This is an optimization exercise on Yosys and OpenROAD, whose aim is small area, not a production implementation.
Only simulation tests tie the RTL to the original design; equivalence was not proved.

==> flow/design.v <==
module oregon_core (
    input  wire        clk,
    input  wire        rst,
    input  wire        pulse_valid,
    input  wire [23:0] pulse_d,
    input  wire        cmd_valid,
    input  wire [31:0] cmd,
    output reg         rsp_valid,
    output reg  [3:0]  rsp_status,
    output reg  [31:0] rsp_data
);
    localparam [23:0] T_MIN   = 24'd50;
    localparam [23:0] T_SPLIT = 24'd750;
    localparam [23:0] T_MAX   = 24'd1400;
    localparam        PQ_CAP  = 32;
    localparam        BQ_CAP  = 32;
    localparam        MSG_CAP = 32;
    localparam        REG_CAP = 10;
    localparam        MAX_FIELDS = 8;
    localparam        ID_NIB  = 5;    
    localparam        MIN_LEN = 7;    
    localparam [3:0] ST_OK = 4'd0, ST_EMPTY = 4'd1, ST_FULL = 4'd2,
                     ST_BUSY = 4'd3, ST_ILLEGAL = 4'd4, ST_BADARG = 4'd5;
    localparam [1:0] P_SYNC = 2'd0, P_IDENT = 2'd1, P_BODY = 2'd2, P_COMPLETE = 2'd3;
    localparam [1:0] SYM_ZERO = 2'b00, SYM_RESYNC = 2'b10;
    localparam [7:0] OP_NOP = 8'h00, OP_DEC_STEP = 8'h02, OP_PARSE_STEP = 8'h03,
                     OP_POP_SYMBOL = 8'h04, OP_FEED_BIT = 8'h05, OP_RESET = 8'h06,
                     OP_WR_CTRL = 8'h07, OP_RD_CSR = 8'h08, OP_RD_MSG = 8'h09,
                     OP_LOAD_ID_LO = 8'h0A, OP_LOAD_ID_HI = 8'h0B, OP_SET_FIELD = 8'h0C,
                     OP_REG_ADD = 8'h0D, OP_RD_SLOT = 8'h0E, OP_CLR_CNT = 8'h0F,
                     OP_LOOKUP = 8'h10;
    localparam C_PQ_OVF = 0, C_BQ_OVF = 1, C_RESYNC = 2, C_UNKNOWN = 3,
               C_CKS_FAIL = 4, C_CKS_OK = 5, C_BUFOVF = 6, C_DISCARD = 7;
    reg  [3:0]  ctrl;                  
    reg  [23:0] pq_buf [0:PQ_CAP-1];
    reg  [4:0]  pq_wr, pq_rd;
    reg  [5:0]  pq_cnt;
    reg  [1:0]  bq_buf [0:BQ_CAP-1];
    reg  [4:0]  bq_wr, bq_rd;
    reg  [5:0]  bq_cnt;
    reg         dec_cur, dec_hc, dec_first;
    reg  [1:0]  par_state;
    reg  [3:0]  par_nib;
    reg  [1:0]  par_sub;
    reg  [5:0]  par_idx;
    reg         par_bitpar;
    reg         par_matchv;
    reg  [3:0]  par_match;
    reg  [7:0]  par_mlen;
    reg  [3:0]  msg [0:MSG_CAP-1];
    reg         res_done, res_cksok;
    reg  [7:0]  res_calc, res_recv;
    reg  [3:0]  res_slot;
    reg  [7:0]  res_len;
    reg  [31:0] reg_id  [0:REG_CAP-1];
    reg  [7:0]  reg_ch  [0:REG_CAP-1];
    reg  [7:0]  reg_len [0:REG_CAP-1];
    reg  [4:0]  reg_nf  [0:REG_CAP-1];
    reg  [15:0] reg_fld [0:REG_CAP*MAX_FIELDS-1];    
    reg  [4:0]  reg_count;
    reg  [31:0] id_stage;
    reg  [15:0] fstage [0:MAX_FIELDS-1];
    reg         pq_ovf, bq_ovf;
    reg  [15:0] cnt [0:7];
    integer i;
    wire [7:0] op = cmd[31:24];
    reg  [31:0] op_mask;
    always @* begin
        case (op)
            OP_FEED_BIT:                       op_mask = 32'hFFFFFFFE;
            OP_RESET:                          op_mask = 32'hFFFFFFFC;
            OP_WR_CTRL:                        op_mask = 32'hFFFFFFF0;
            OP_RD_CSR, OP_RD_MSG, OP_LOOKUP:   op_mask = 32'hFFFFFF00;
            OP_LOAD_ID_LO, OP_LOAD_ID_HI:      op_mask = 32'hFFFF0000;
            OP_SET_FIELD:                      op_mask = 32'hFFF00000;
            OP_REG_ADD:                        op_mask = 32'hFFE00000;
            OP_RD_SLOT:                        op_mask = 32'hFFF0FFE0;
            default:                           op_mask = 32'hFFFFFFFF;
        endcase
    end
    wire legal = (op != 8'h01) && (op <= 8'h10) && ((cmd & op_mask) == {op, 24'h0});
    wire host  = cmd_valid;
    wire hcmd  = cmd_valid && legal;
    wire pq_empty = (pq_cnt == 6'd0);
    wire pq_full  = (pq_cnt == PQ_CAP);
    wire bq_empty = (bq_cnt == 6'd0);
    wire bq_full  = (bq_cnt == BQ_CAP);
    wire eng_parse = !host && ctrl[2] && !bq_empty;
    wire eng_dec   = !host && !eng_parse && ctrl[1] && !pq_empty;
    wire [23:0] pq_head = pq_buf[pq_rd];
    wire cls_out   = (pq_head < T_MIN) || (pq_head >= T_MAX);
    wire cls_short = !cls_out && (pq_head < T_SPLIT);
    wire [1:0] cls = cls_out ? 2'd2 : (cls_short ? 2'd0 : 2'd1);
    reg        d_cur, d_hc, d_first, d_long, d_prod;
    reg  [1:0] d_sym;
    always @* begin
        d_cur = dec_cur; d_hc = dec_hc; d_first = dec_first;
        d_long = 1'b0; d_prod = 1'b0; d_sym = SYM_ZERO;
        if (cls_out) begin
            d_cur = 1'b0; d_hc = 1'b0; d_first = 1'b1;
            d_prod = 1'b1; d_sym = SYM_RESYNC;
        end else begin
            if (!cls_short || dec_first) begin
                d_first = 1'b0;
                d_cur   = ~dec_cur;
                d_long  = 1'b1;
            end else begin
                d_hc = ~dec_hc;
            end
            if (d_hc == 1'b0) begin
                d_prod = 1'b1;
                d_sym  = {1'b0, d_cur};
            end
        end
    end
    wire        d_lost   = d_prod && bq_full;
    wire [31:0] d_result = {pq_head, 1'b0, d_long, cls, d_lost,
                            (d_prod ? d_sym : 2'b00), d_prod};
    reg         lk_found;
    reg  [3:0]  lk_slot;
    wire [31:0] lk_id;
    wire [7:0]  lk_ch;
    always @* begin
        lk_found = 1'b0;
        lk_slot  = 4'd0;
        for (i = REG_CAP - 1; i >= 0; i = i - 1) begin
            if (i < reg_count && reg_id[i] == lk_id && reg_ch[i] == lk_ch) begin
                lk_found = 1'b1;
                lk_slot  = i[3:0];
            end
        end
    end
    reg         hl_found;
    reg  [3:0]  hl_slot;
    always @* begin
        hl_found = 1'b0;
        hl_slot  = 4'd0;
        for (i = REG_CAP - 1; i >= 0; i = i - 1) begin
            if (i < reg_count && reg_id[i] == id_stage && reg_ch[i] == cmd[7:0]) begin
                hl_found = 1'b1;
                hl_slot  = i[3:0];
            end
        end
    end
    reg         p_en;         
    reg  [1:0]  p_sym;
    assign lk_id = {16'd0, msg[3], msg[2], msg[1], msg[0]};
    assign lk_ch = {4'd0, p_sym[0], par_nib[3:1]};
    reg  [1:0]  n_state;
    reg  [3:0]  n_nib;
    reg  [1:0]  n_sub;
    reg  [5:0]  n_idx;
    reg         n_bitpar, n_matchv;
    reg  [3:0]  n_match;
    reg  [7:0]  n_mlen;
    reg         p_completed, p_cksok, p_accepted, p_discarded;
    reg         p_msg_we;
    reg  [4:0]  p_msg_addr;
    reg  [3:0]  p_msg_data;
    reg         p_res_we;
    reg  [7:0]  p_calc, p_recv;
    reg         p_inc_unknown, p_inc_bufovf, p_inc_cksok, p_inc_cksfail, p_inc_discard;
    reg  [3:0]  nib_new;
    reg  [1:0]  sub_new;
    reg  [7:0]  sum;
    always @* begin
        n_state = par_state; n_nib = par_nib; n_sub = par_sub; n_idx = par_idx;
        n_bitpar = par_bitpar; n_matchv = par_matchv; n_match = par_match; n_mlen = par_mlen;
        p_completed = 1'b0; p_cksok = 1'b0; p_accepted = 1'b0; p_discarded = 1'b0;
        p_msg_we = 1'b0; p_msg_addr = par_idx[4:0]; p_msg_data = 4'd0;
        p_res_we = 1'b0; p_calc = 8'd0; p_recv = 8'd0;
        p_inc_unknown = 1'b0; p_inc_bufovf = 1'b0; p_inc_cksok = 1'b0;
        p_inc_cksfail = 1'b0; p_inc_discard = 1'b0;
        nib_new = {p_sym[0], par_nib[3:1]};
        sub_new = par_sub + 2'd1;
        sum = 8'd0;
        for (i = 0; i < MSG_CAP; i = i + 1)
            sum = sum + ({8{i + 2 < par_mlen}} & {4'd0, msg[i]});
        if (p_en) begin
            if (par_state == P_COMPLETE) begin
                p_inc_discard = 1'b1;
                p_discarded   = 1'b1;
            end else if (p_sym == SYM_RESYNC) begin
                n_state = P_SYNC; n_nib = 4'd0; n_sub = 2'd0; n_idx = 6'd0;
                n_matchv = 1'b0; n_match = 4'd0; n_mlen = 8'd0;
                n_bitpar = 1'b0;
            end else if (ctrl[3] && par_bitpar) begin
                n_bitpar = 1'b0;                        
            end else begin
                if (ctrl[3])
                    n_bitpar = 1'b1;
                p_accepted = 1'b1;
                n_nib = nib_new;
                if (par_state == P_SYNC) begin
                    if (nib_new == 4'hA) begin
                        n_state = P_IDENT; n_sub = 2'd0; n_idx = 6'd0;
                    end
                end else begin
                    n_sub = sub_new;
                    if (sub_new == 2'd0) begin
                        if (par_idx >= MSG_CAP) begin
                            p_inc_bufovf = 1'b1;
                            n_state = P_SYNC; n_nib = 4'd0; n_sub = 2'd0; n_idx = 6'd0;
                            n_matchv = 1'b0; n_match = 4'd0; n_mlen = 8'd0;
                        end else begin
                            p_msg_we   = 1'b1;
                            p_msg_data = nib_new;
                            n_idx      = par_idx + 6'd1;
                            if (par_state == P_IDENT && par_idx + 6'd1 == ID_NIB) begin
                                if (lk_found) begin
                                    n_matchv = 1'b1;
                                    n_match  = lk_slot;
                                    n_mlen   = reg_len[lk_slot];
                                    n_state  = P_BODY;
                                end else begin
                                    p_inc_unknown = 1'b1;
                                    n_state = P_SYNC; n_nib = 4'd0; n_sub = 2'd0; n_idx = 6'd0;
                                    n_matchv = 1'b0; n_match = 4'd0; n_mlen = 8'd0;
                                end
                            end else if (par_state == P_BODY && {2'd0, par_idx + 6'd1} == par_mlen) begin
                                p_completed = 1'b1;
                                p_res_we    = 1'b1;
                                p_calc      = sum;
                                p_recv      = {nib_new, msg[par_idx[4:0] - 5'd1]};
                                p_cksok     = (p_calc == p_recv);
                                if (p_cksok) begin
                                    p_inc_cksok = 1'b1;
                                    n_state = P_COMPLETE;
                                end else begin
                                    p_inc_cksfail = 1'b1;
                                    n_state = P_SYNC; n_nib = 4'd0; n_sub = 2'd0; n_idx = 6'd0;
                                    n_matchv = 1'b0; n_match = 4'd0; n_mlen = 8'd0;
                                end
                            end
                        end
                    end
                end
            end
        end
    end
    wire [31:0] p_result = {22'd0, n_state, 2'b00, p_sym, p_discarded, p_accepted,
                            p_cksok, p_completed};
    reg         csr_ok;
    reg  [31:0] csr_val;
    always @* begin
        csr_ok  = 1'b1;
        csr_val = 32'd0;
        case (cmd[7:0])
            8'h00: csr_val = {28'd0, ctrl};
            8'h01: csr_val = {22'd0, par_state, res_cksok, res_done, bq_ovf, pq_ovf,
                              bq_full, bq_empty, pq_full, pq_empty};
            8'h02: csr_val = {26'd0, pq_cnt};
            8'h03: csr_val = {26'd0, bq_cnt};
            8'h04: csr_val = {29'd0, dec_first, dec_hc, dec_cur};
            8'h05: csr_val = {par_mlen, 2'd0, par_match, par_matchv, par_bitpar,
                              2'd0, par_idx, par_sub, par_nib, par_state};
            8'h06: csr_val = {res_len, 4'd0, res_slot, res_recv, res_calc};
            8'h07: csr_val = id_stage;
            8'h08: csr_val = {27'd0, reg_count};
            8'h09: csr_val = {16'd0, 3'd0, pq_rd, 3'd0, pq_wr};
            8'h0A: csr_val = {16'd0, 3'd0, bq_rd, 3'd0, bq_wr};
            8'h10, 8'h11, 8'h12, 8'h13, 8'h14, 8'h15, 8'h16, 8'h17:
                   csr_val = {16'd0, cnt[cmd[2:0]]};
            8'h1B: csr_val = {8'd0, T_MAX};
            8'h1C: csr_val = {8'd0, T_SPLIT};
            8'h1D: csr_val = {8'd0, T_MIN};
            8'h1E: csr_val = 32'h00040408;
            8'h1F: csr_val = 32'h0A202020;
            default: csr_ok = 1'b0;
        endcase
    end
    reg         do_dec;           
    reg         do_bq_pop;        
    reg         do_dec_reset, do_par_reset, do_res_clear;
    reg         do_wr_ctrl, do_clr_cnt, do_reg_add, do_set_field;
    reg         do_id_lo, do_id_hi;
    reg  [3:0]  r_status;
    reg  [31:0] r_data;
    wire [4:0] ra_f = cmd[20:16];
    wire [7:0] ra_l = cmd[15:8];
    wire [3:0] rs_s = cmd[19:16];
    wire [4:0] rs_w = cmd[4:0];
    always @* begin
        do_dec = 1'b0; do_bq_pop = 1'b0; p_en = 1'b0; p_sym = bq_buf[bq_rd];
        do_dec_reset = 1'b0; do_par_reset = 1'b0; do_res_clear = 1'b0;
        do_wr_ctrl = 1'b0; do_clr_cnt = 1'b0; do_reg_add = 1'b0; do_set_field = 1'b0;
        do_id_lo = 1'b0; do_id_hi = 1'b0;
        r_status = ST_OK; r_data = 32'd0;
        if (!host) begin
            if (eng_parse) begin
                do_bq_pop = 1'b1;
                p_en      = 1'b1;
            end else if (eng_dec) begin
                do_dec = 1'b1;
            end
        end else if (!legal) begin
            r_status = ST_ILLEGAL;
        end else begin
            case (op)
                OP_NOP: ;
                OP_DEC_STEP:
                    if (ctrl[1])       r_status = ST_BUSY;
                    else if (pq_empty) r_status = ST_EMPTY;
                    else begin
                        do_dec = 1'b1;
                        r_data = d_result;
                    end
                OP_PARSE_STEP:
                    if (ctrl[2])       r_status = ST_BUSY;
                    else if (bq_empty) r_status = ST_EMPTY;
                    else begin
                        do_bq_pop = 1'b1;
                        p_en      = 1'b1;
                        r_data    = p_result;
                    end
                OP_POP_SYMBOL:
                    if (ctrl[2])       r_status = ST_BUSY;
                    else if (bq_empty) r_status = ST_EMPTY;
                    else begin
                        do_bq_pop = 1'b1;
                        r_data    = {30'd0, bq_buf[bq_rd]};
                    end
                OP_FEED_BIT:
                    if (ctrl[2])       r_status = ST_BUSY;
                    else begin
                        p_en   = 1'b1;
                        p_sym  = {1'b0, cmd[0]};
                        r_data = p_result;
                    end
                OP_RESET: begin
                    do_dec_reset = cmd[0];
                    do_par_reset = cmd[1];
                    do_res_clear = cmd[1];
                end
                OP_WR_CTRL: begin
                    do_wr_ctrl   = 1'b1;
                    do_par_reset = (cmd[3] != ctrl[3]);
                end
                OP_RD_CSR:
                    if (!csr_ok) r_status = ST_BADARG;
                    else         r_data   = csr_val;
                OP_RD_MSG:
                    if (cmd[7:0] >= MSG_CAP) r_status = ST_BADARG;
                    else                     r_data   = {28'd0, msg[cmd[4:0]]};
                OP_LOAD_ID_LO: begin
                    do_id_lo = 1'b1;
                    r_data   = {id_stage[31:16], cmd[15:0]};
                end
                OP_LOAD_ID_HI: begin
                    do_id_hi = 1'b1;
                    r_data   = {cmd[15:0], id_stage[15:0]};
                end
                OP_SET_FIELD:
                    if (cmd[19:16] >= MAX_FIELDS) r_status = ST_BADARG;
                    else                          do_set_field = 1'b1;
                OP_REG_ADD:
                    if (ctrl[2])                                 r_status = ST_BUSY;
                    else if (ra_f > MAX_FIELDS || ra_l < MIN_LEN) r_status = ST_BADARG;
                    else if (reg_count == REG_CAP)               r_status = ST_FULL;
                    else begin
                        do_reg_add = 1'b1;
                        r_data     = {27'd0, reg_count};
                    end
                OP_RD_SLOT:
                    if ({1'b0, rs_s} >= reg_count || rs_w >= MAX_FIELDS + 2)
                        r_status = ST_BADARG;
                    else if (rs_w == 5'd0)
                        r_data = reg_id[rs_s];
                    else if (rs_w == 5'd1)
                        r_data = {11'd0, reg_nf[rs_s], reg_len[rs_s], reg_ch[rs_s]};
                    else
                        r_data = {16'd0, reg_fld[{rs_s, 3'd0} + {4'd0, rs_w[2:0] - 3'd2}]};
                OP_CLR_CNT:
                    do_clr_cnt = 1'b1;
                OP_LOOKUP:
                    r_data = {23'd0, hl_found, 4'd0, hl_slot};
                default: r_status = ST_ILLEGAL;
            endcase
        end
        if (r_status != ST_OK)
            r_data = 32'd0;
    end
    wire        edge_en   = do_wr_ctrl ? cmd[0] : ctrl[0];
    wire [5:0]  pq_cnt_a  = pq_cnt - {5'd0, do_dec};
    wire        push      = pulse_valid && edge_en;
    wire        push_ovf  = push && (pq_cnt_a == PQ_CAP);
    wire        push_ok   = push && !push_ovf;
    wire        bq_push   = do_dec && d_prod && !bq_full;
    reg  [7:0]  inc;
    always @* begin
        inc = 8'd0;
        inc[C_PQ_OVF]   = push_ovf;
        inc[C_BQ_OVF]   = do_dec && d_lost;
        inc[C_RESYNC]   = do_dec && cls_out;
        inc[C_UNKNOWN]  = p_inc_unknown;
        inc[C_CKS_FAIL] = p_inc_cksfail;
        inc[C_CKS_OK]   = p_inc_cksok;
        inc[C_BUFOVF]   = p_inc_bufovf;
        inc[C_DISCARD]  = p_inc_discard;
    end
    always @(posedge clk) begin
        if (push_ok)
            pq_buf[pq_wr] <= pulse_d;
        if (bq_push)
            bq_buf[bq_wr] <= d_sym;
        if (do_reg_add) begin
            reg_id[reg_count[3:0]]  <= id_stage;
            reg_ch[reg_count[3:0]]  <= cmd[7:0];
            reg_len[reg_count[3:0]] <= ra_l;
            reg_nf[reg_count[3:0]]  <= ra_f;
            for (i = 0; i < MAX_FIELDS; i = i + 1)
                reg_fld[{reg_count[3:0], 3'd0} + i] <= fstage[i];
        end
    end
    always @(posedge clk) begin
        if (rst) begin
            ctrl <= 4'd0;
            pq_wr <= 5'd0; pq_rd <= 5'd0; pq_cnt <= 6'd0;
            bq_wr <= 5'd0; bq_rd <= 5'd0; bq_cnt <= 6'd0;
            dec_cur <= 1'b0; dec_hc <= 1'b0; dec_first <= 1'b1;
            par_state <= P_SYNC; par_nib <= 4'd0; par_sub <= 2'd0; par_idx <= 6'd0;
            par_bitpar <= 1'b0; par_matchv <= 1'b0; par_match <= 4'd0; par_mlen <= 8'd0;
            for (i = 0; i < MSG_CAP; i = i + 1)
                msg[i] <= 4'd0;
            res_done <= 1'b0; res_cksok <= 1'b0; res_calc <= 8'd0; res_recv <= 8'd0;
            res_slot <= 4'd0; res_len <= 8'd0;
            reg_count <= 5'd0;
            id_stage <= 32'd0;
            for (i = 0; i < MAX_FIELDS; i = i + 1)
                fstage[i] <= 16'd0;
            pq_ovf <= 1'b0; bq_ovf <= 1'b0;
            for (i = 0; i < 8; i = i + 1)
                cnt[i] <= 16'd0;
            rsp_valid <= 1'b0; rsp_status <= 4'd0; rsp_data <= 32'd0;
        end else begin
            rsp_valid  <= host;
            rsp_status <= host ? r_status : 4'd0;
            rsp_data   <= host ? r_data : 32'd0;
            if (do_wr_ctrl)
                ctrl <= cmd[3:0];
            if (do_dec)
                pq_rd <= pq_rd + 5'd1;
            if (push_ok)
                pq_wr <= pq_wr + 5'd1;
            pq_cnt <= pq_cnt_a + {5'd0, push_ok};
            if (push_ovf)
                pq_ovf <= 1'b1;
            else if (do_clr_cnt)
                pq_ovf <= 1'b0;
            if (bq_push) begin
                bq_wr  <= bq_wr + 5'd1;
                bq_cnt <= bq_cnt + 6'd1;
            end else if (do_bq_pop) begin
                bq_rd  <= bq_rd + 5'd1;
                bq_cnt <= bq_cnt - 6'd1;
            end
            if (do_dec && d_lost)
                bq_ovf <= 1'b1;
            else if (do_clr_cnt)
                bq_ovf <= 1'b0;
            if (do_dec) begin
                dec_cur <= d_cur; dec_hc <= d_hc; dec_first <= d_first;
            end else if (do_dec_reset) begin
                dec_cur <= 1'b0; dec_hc <= 1'b0; dec_first <= 1'b1;
            end
            if (do_par_reset) begin
                par_state <= P_SYNC; par_nib <= 4'd0; par_sub <= 2'd0; par_idx <= 6'd0;
                par_bitpar <= 1'b0; par_matchv <= 1'b0; par_match <= 4'd0; par_mlen <= 8'd0;
            end else if (p_en) begin
                par_state <= n_state; par_nib <= n_nib; par_sub <= n_sub; par_idx <= n_idx;
                par_bitpar <= n_bitpar; par_matchv <= n_matchv; par_match <= n_match;
                par_mlen <= n_mlen;
            end
            if (p_en && p_msg_we)
                msg[p_msg_addr] <= p_msg_data;
            if (p_en && p_res_we) begin
                res_done <= 1'b1; res_cksok <= p_cksok;
                res_calc <= p_calc; res_recv <= p_recv;
                res_slot <= par_match; res_len <= par_mlen;
            end else if (do_res_clear) begin
                res_done <= 1'b0; res_cksok <= 1'b0;
            end
            if (do_reg_add)
                reg_count <= reg_count + 5'd1;
            if (do_id_lo)
                id_stage[15:0] <= cmd[15:0];
            if (do_id_hi)
                id_stage[31:16] <= cmd[15:0];
            if (do_set_field)
                fstage[cmd[18:16]] <= cmd[15:0];
            for (i = 0; i < 8; i = i + 1) begin
                if (do_clr_cnt)
                    cnt[i] <= {15'd0, inc[i]};
                else if (inc[i] && cnt[i] != 16'hFFFF)
                    cnt[i] <= cnt[i] + 16'd1;
            end
        end
    end
endmodule
==> flow/run.sh <==
#!/bin/bash
# synth_recipe.tcl (not shown) runs the flow's synth.tcl, then flattens the netlist and writes it again
# the make line also repeats each setting of config.mk as NAME=value (left out here)
make -C /OpenROAD-flow-scripts/flow DESIGN_CONFIG=/design/flow/config.mk WORK_HOME=/design/flow/orfs CLKGATE_MAP_FILE= SYNTH_SCRIPT=/design/flow/synth_recipe.tcl finish
==> flow/config.mk <==
export PLATFORM = sky130hd
export DESIGN_NAME = oregon_core
export DESIGN_NICKNAME = oregon_core
export VERILOG_FILES = /design/flow/design.v
export SDC_FILE = /design/flow/constraint.sdc
export NUM_CORES = 4
export LEC_CHECK = 0
export CAP_MARGIN = 20
export CORE_MARGIN = 2
export CORE_UTILIZATION = 40
export PLACE_DENSITY = 0.6
export SLEW_MARGIN = 20
==> flow/constraint.sdc <==
create_clock -name core_clock -period 15.0 [get_ports {clk}]
set_input_delay 3.0000 -clock core_clock [delete_from_list [all_inputs] [get_ports {clk}]]
set_output_delay 3.0000 -clock core_clock [all_outputs]
set_load 0.01 [all_outputs]
==> results.json <==
{
  "status": "complete, no violations",
  "place_hpwl_mm": 339,
  "final_nets": 9506,
  "yosysSeqAreaShare_pct": 66.1,
  "hp-start": "res_len[0]$_SDFFE_PP0P_",
  "drc": 0,
  "max_stage_delay_ps": 700,
  "min_path_cells": 2,
  "tightest_slew_ps": 1230,
  "syn-num-nets": 9361,
  "crit_path_frequent_cell": "fa_1",
  "finalClockSkew_ps": 90.7,
  "cellInternalPower_uw": 15900,
  "grt_pass1_vias": 87755,
  "grt_remaining_overflow": 0,
  "max_cap_violations": 0,
  "synth_area_per_cell_um2": 16.7,
  "routedWlPerCell_um": 34.7,
  "postCtsSetupBuffers": 0,
  "cts_tree": "yes",
  "crit_arrival_ps": 10810,
  "hold_class": "reg -> reg",
  "hold_viol": 0,
  "grt_max_degree": 125,
  "yosysTopAreaCellShare_pct": 62.0,
  "grt_usage_pct": 25.9,
  "drtIter0Drc": 11690,
  "synth_largest_area_cell": "edfxtp_1",
  "areaGrowthSynthToFinish_pct": 12.7,
  "vdd_drop_max_mv": 0.105,
  "critical_path.slowest_cell": "nor4_4",
  "setup-tns-final_ps": 0,
  "path_class": "reg -> reg",
  "cts-htree-levels": 5,
  "max_slew_margin_pct": 16.6,
  "rsz0062_at_grt": "no",
  "path_clk_slew_ps": 60,
  "gp_congestion": 1.01,
  "swShare_pct": 21.8,
  "r2r_start": "par_mlen[5]$_SDFFE_PP0P_",
  "rows": 226,
  "core_area_um2": 379000,
  "drive_above_1_share_pct": 20.0,
  "crit_family": "adder cells",
  "netlist_area_um2": 152000,
  "via_per_inst": 6.11,
  "numCtsBuffers": 364,
  "fin_crit_ps": 9960,
  "syn-instance-count": 9113,
  "synth_most_common_cell": "edfxtp_1",
  "clkPwrFrac_pct": 44.3,
  "wirelength_mm": 506,
  "path_depth": 28,
  "clockBufferDepth": 4,
  "die_area_um2": 385000,
  "drt.antenna.violating_nets": 0,
  "combPwrFrac_pct": 3.8,
  "path_max_fanout": 10,
  "io_buffers": 95,
  "synth.distinct_cells": 96,
  "ys_async_sr_fraction_pct": 0,
  "dr.pass1.iters": 10,
  "die_h_um": 621,
  "synth_edf_count": 3138,
  "r2r.worst_path.cells": 28,
  "cts.repair.resized": 0,
  "max_freq_mhz": 100,
  "root_buffer": "clkbuf_16",
  "antenna_found_initial": 49,
  "hold_buffers": 0,
  "p_seq_share_pct": 51.9,
  "synth_area_leaders": "edfxtp_1, mux4_2, dfxtp_1, xnor2_1, fa_1",
  "yosysWarnings": 2,
  "synth_ff_type": "edfxtp_1",
  "slew_violations": 0,
  "clk_latency_ps": 990,
  "fin_total_pwr_uw": 20400,
  "final.fill_count": 32332,
  "synth_seq_cells": 3448,
  "p_per_area_nw_per_um2": 119,
  "startpoint": "par_mlen[5]$_SDFFE_PP0P_",
  "dr_total_vias": 89046,
  "grt_pass1_wl_mm": 699,
  "timing.critical_path.buf_inv": 4,
  "worst_setup_path_end_kind": "flip-flop",
  "switchingPower_uw": 4450,
  "whs_ps": 456,
  "num_io_pins": 97,
  "leakage_uw": 0.0526,
  "start_util_pct": 40.2,
  "startpoint_type": "flip-flop",
  "min_period_over_period_pct": 66.4,
  "required_ps": 15850,
  "synth_commonest_cells": "edfxtp_1, mux4_2, nor2_1",
  "setup_violations": 0,
  "cts.sinks": 3448,
  "fp.dieW_um": 621
}
[power by group through the flow]
stage / logic, µW / clock network [µW] / registers (µW)
after CTS: 782 / 9140 / 10600
after global placement: 776 / 0 / 10800
after detailed placement: 779 / 0 / 10800
after floorplan: 436 / 0 / 10700
final: 784 / 9020 / 10600
after global routing: 808 / 9490 / 10600
[cell usage in the layout, fill, tap and decap left out, types with 189 or more instances in the layout]
cell,n
xnor2_1,493
dfxtp_1,304
edfxtp_1,3138
nor2_1,454
nand4_1,189
nand2_1,484
mux4_2,953
a21oi_1,224
clkbuf_16,369
buf_4,235
xor2_1,260
[metal layers]
metal | track usage, % | wire [µm] | part of all wire [%]
met1 | 35.1 | 203000 | 40
met2 | 40.2 | 232000 | 46
met3 | 4.94 | 42600 | 8.4
met4 | 12.3 | 27900 | 5.5
met5 | 0 | 249 | 0.049
[logic make-up (layout without fill, tap and decap cells)]
logic type	Yosys count	count (layout)	share of synthesized area [%]
other cells	1	11	0.00247
mux	1127	1127	15.3
fa+ha+maj	188	188	2.15
buf+inv	751	1196	1.96
flops	3448	3448	66.1
compound gates	775	775	3.39
simple gates	2068	2068	6.77
xor+xnor	755	755	4.36
[area by class of cell]
class,instances,area [µm²],share of cell area [%]
clock buffer,466,9680,5.65
sequential,3448,100000,58.6
inverter,187,707,0.412
clock inverter,200,2180,1.27
timing repair buffer,343,2920,1.71
multi-input combinational,4914,49100,28.7
tap,5016,6280,3.66
antenna,10,25.0,0.0146
[per-stage QoR]
stage	worst slack (ps)	instance area (µm²)	util, %	cells
6_report	5040	171000	45.3	14584
5_1_grt	4550	171000	45.3	14575
4_1_cts	5270	171000	45.3	14574
3_5_place_dp	5310	160000	42.1	13908
3_3_place_gp	5310	159000	42.1	13905
2_1_floorplan	1480	152000	-	9113
[registers in the layout, summed over array words and instances, names as in the netlist, 6 cells and up, named ones only]
signal / flops
par_mlen: 8
reg_len: 80
res_recv: 8
rsp_data: 32
bq_cnt: 6
reg_ch: 128
pq_cnt: 6
reg_id: 512
pq_buf: 768
msg: 128
res_len: 8
fstage: 128
bq_buf: 64
res_calc: 8
cnt: 128
id_stage: 32
reg_fld: 1280
par_idx: 6
reg_nf: 50
[path summary, 6_finish.rpt]
kind | endpoint | slack (ps)
setup / recovery | cnt[5][15]$_SDFFE_PP0P_ | 5040
hold reg to reg | res_len[0]$_SDFFE_PP0P_ | 460
hold / removal | res_len[0]$_SDFFE_PP0P_ | 460
setup reg to reg | cnt[5][15]$_SDFFE_PP0P_ | 5040
[worst min-delay path: stages, from the launching register on]
cell and delay (ps):
dfxtp_1 310, nand2_1 50, a21oi_1 50

[what the ideal ports hide]
How much do the figures lean on ideal ports? The routed layout below was timed once more, with nothing changed but the port constraints.
Step 1: set_driving_cell puts a clkbuf_16 on clk and a buf_2 on each other input, an assumption about the parent block.
Step 2 moves the port delays by t, midway between the first and last clock arrival at a register: inputs arrive t later, outputs are due t later. That takes back most of the time a late clock gives input paths.
a / b / c = ideal / step 1 / step 2; a / b = the first two.
shift t [ns]: 1.040
slack for setup (ns): 5.037 / 5.037 / 5.037
worst setup path after step 2: register to register
worst slew at a driven data input, ns: 0.17
cell pins on the clock port's net: 1
After both steps setup and hold are still met in this run. For this run, drivers alone change the setup slack by 0.000 ns; drivers and shift together by 0.000 ns.
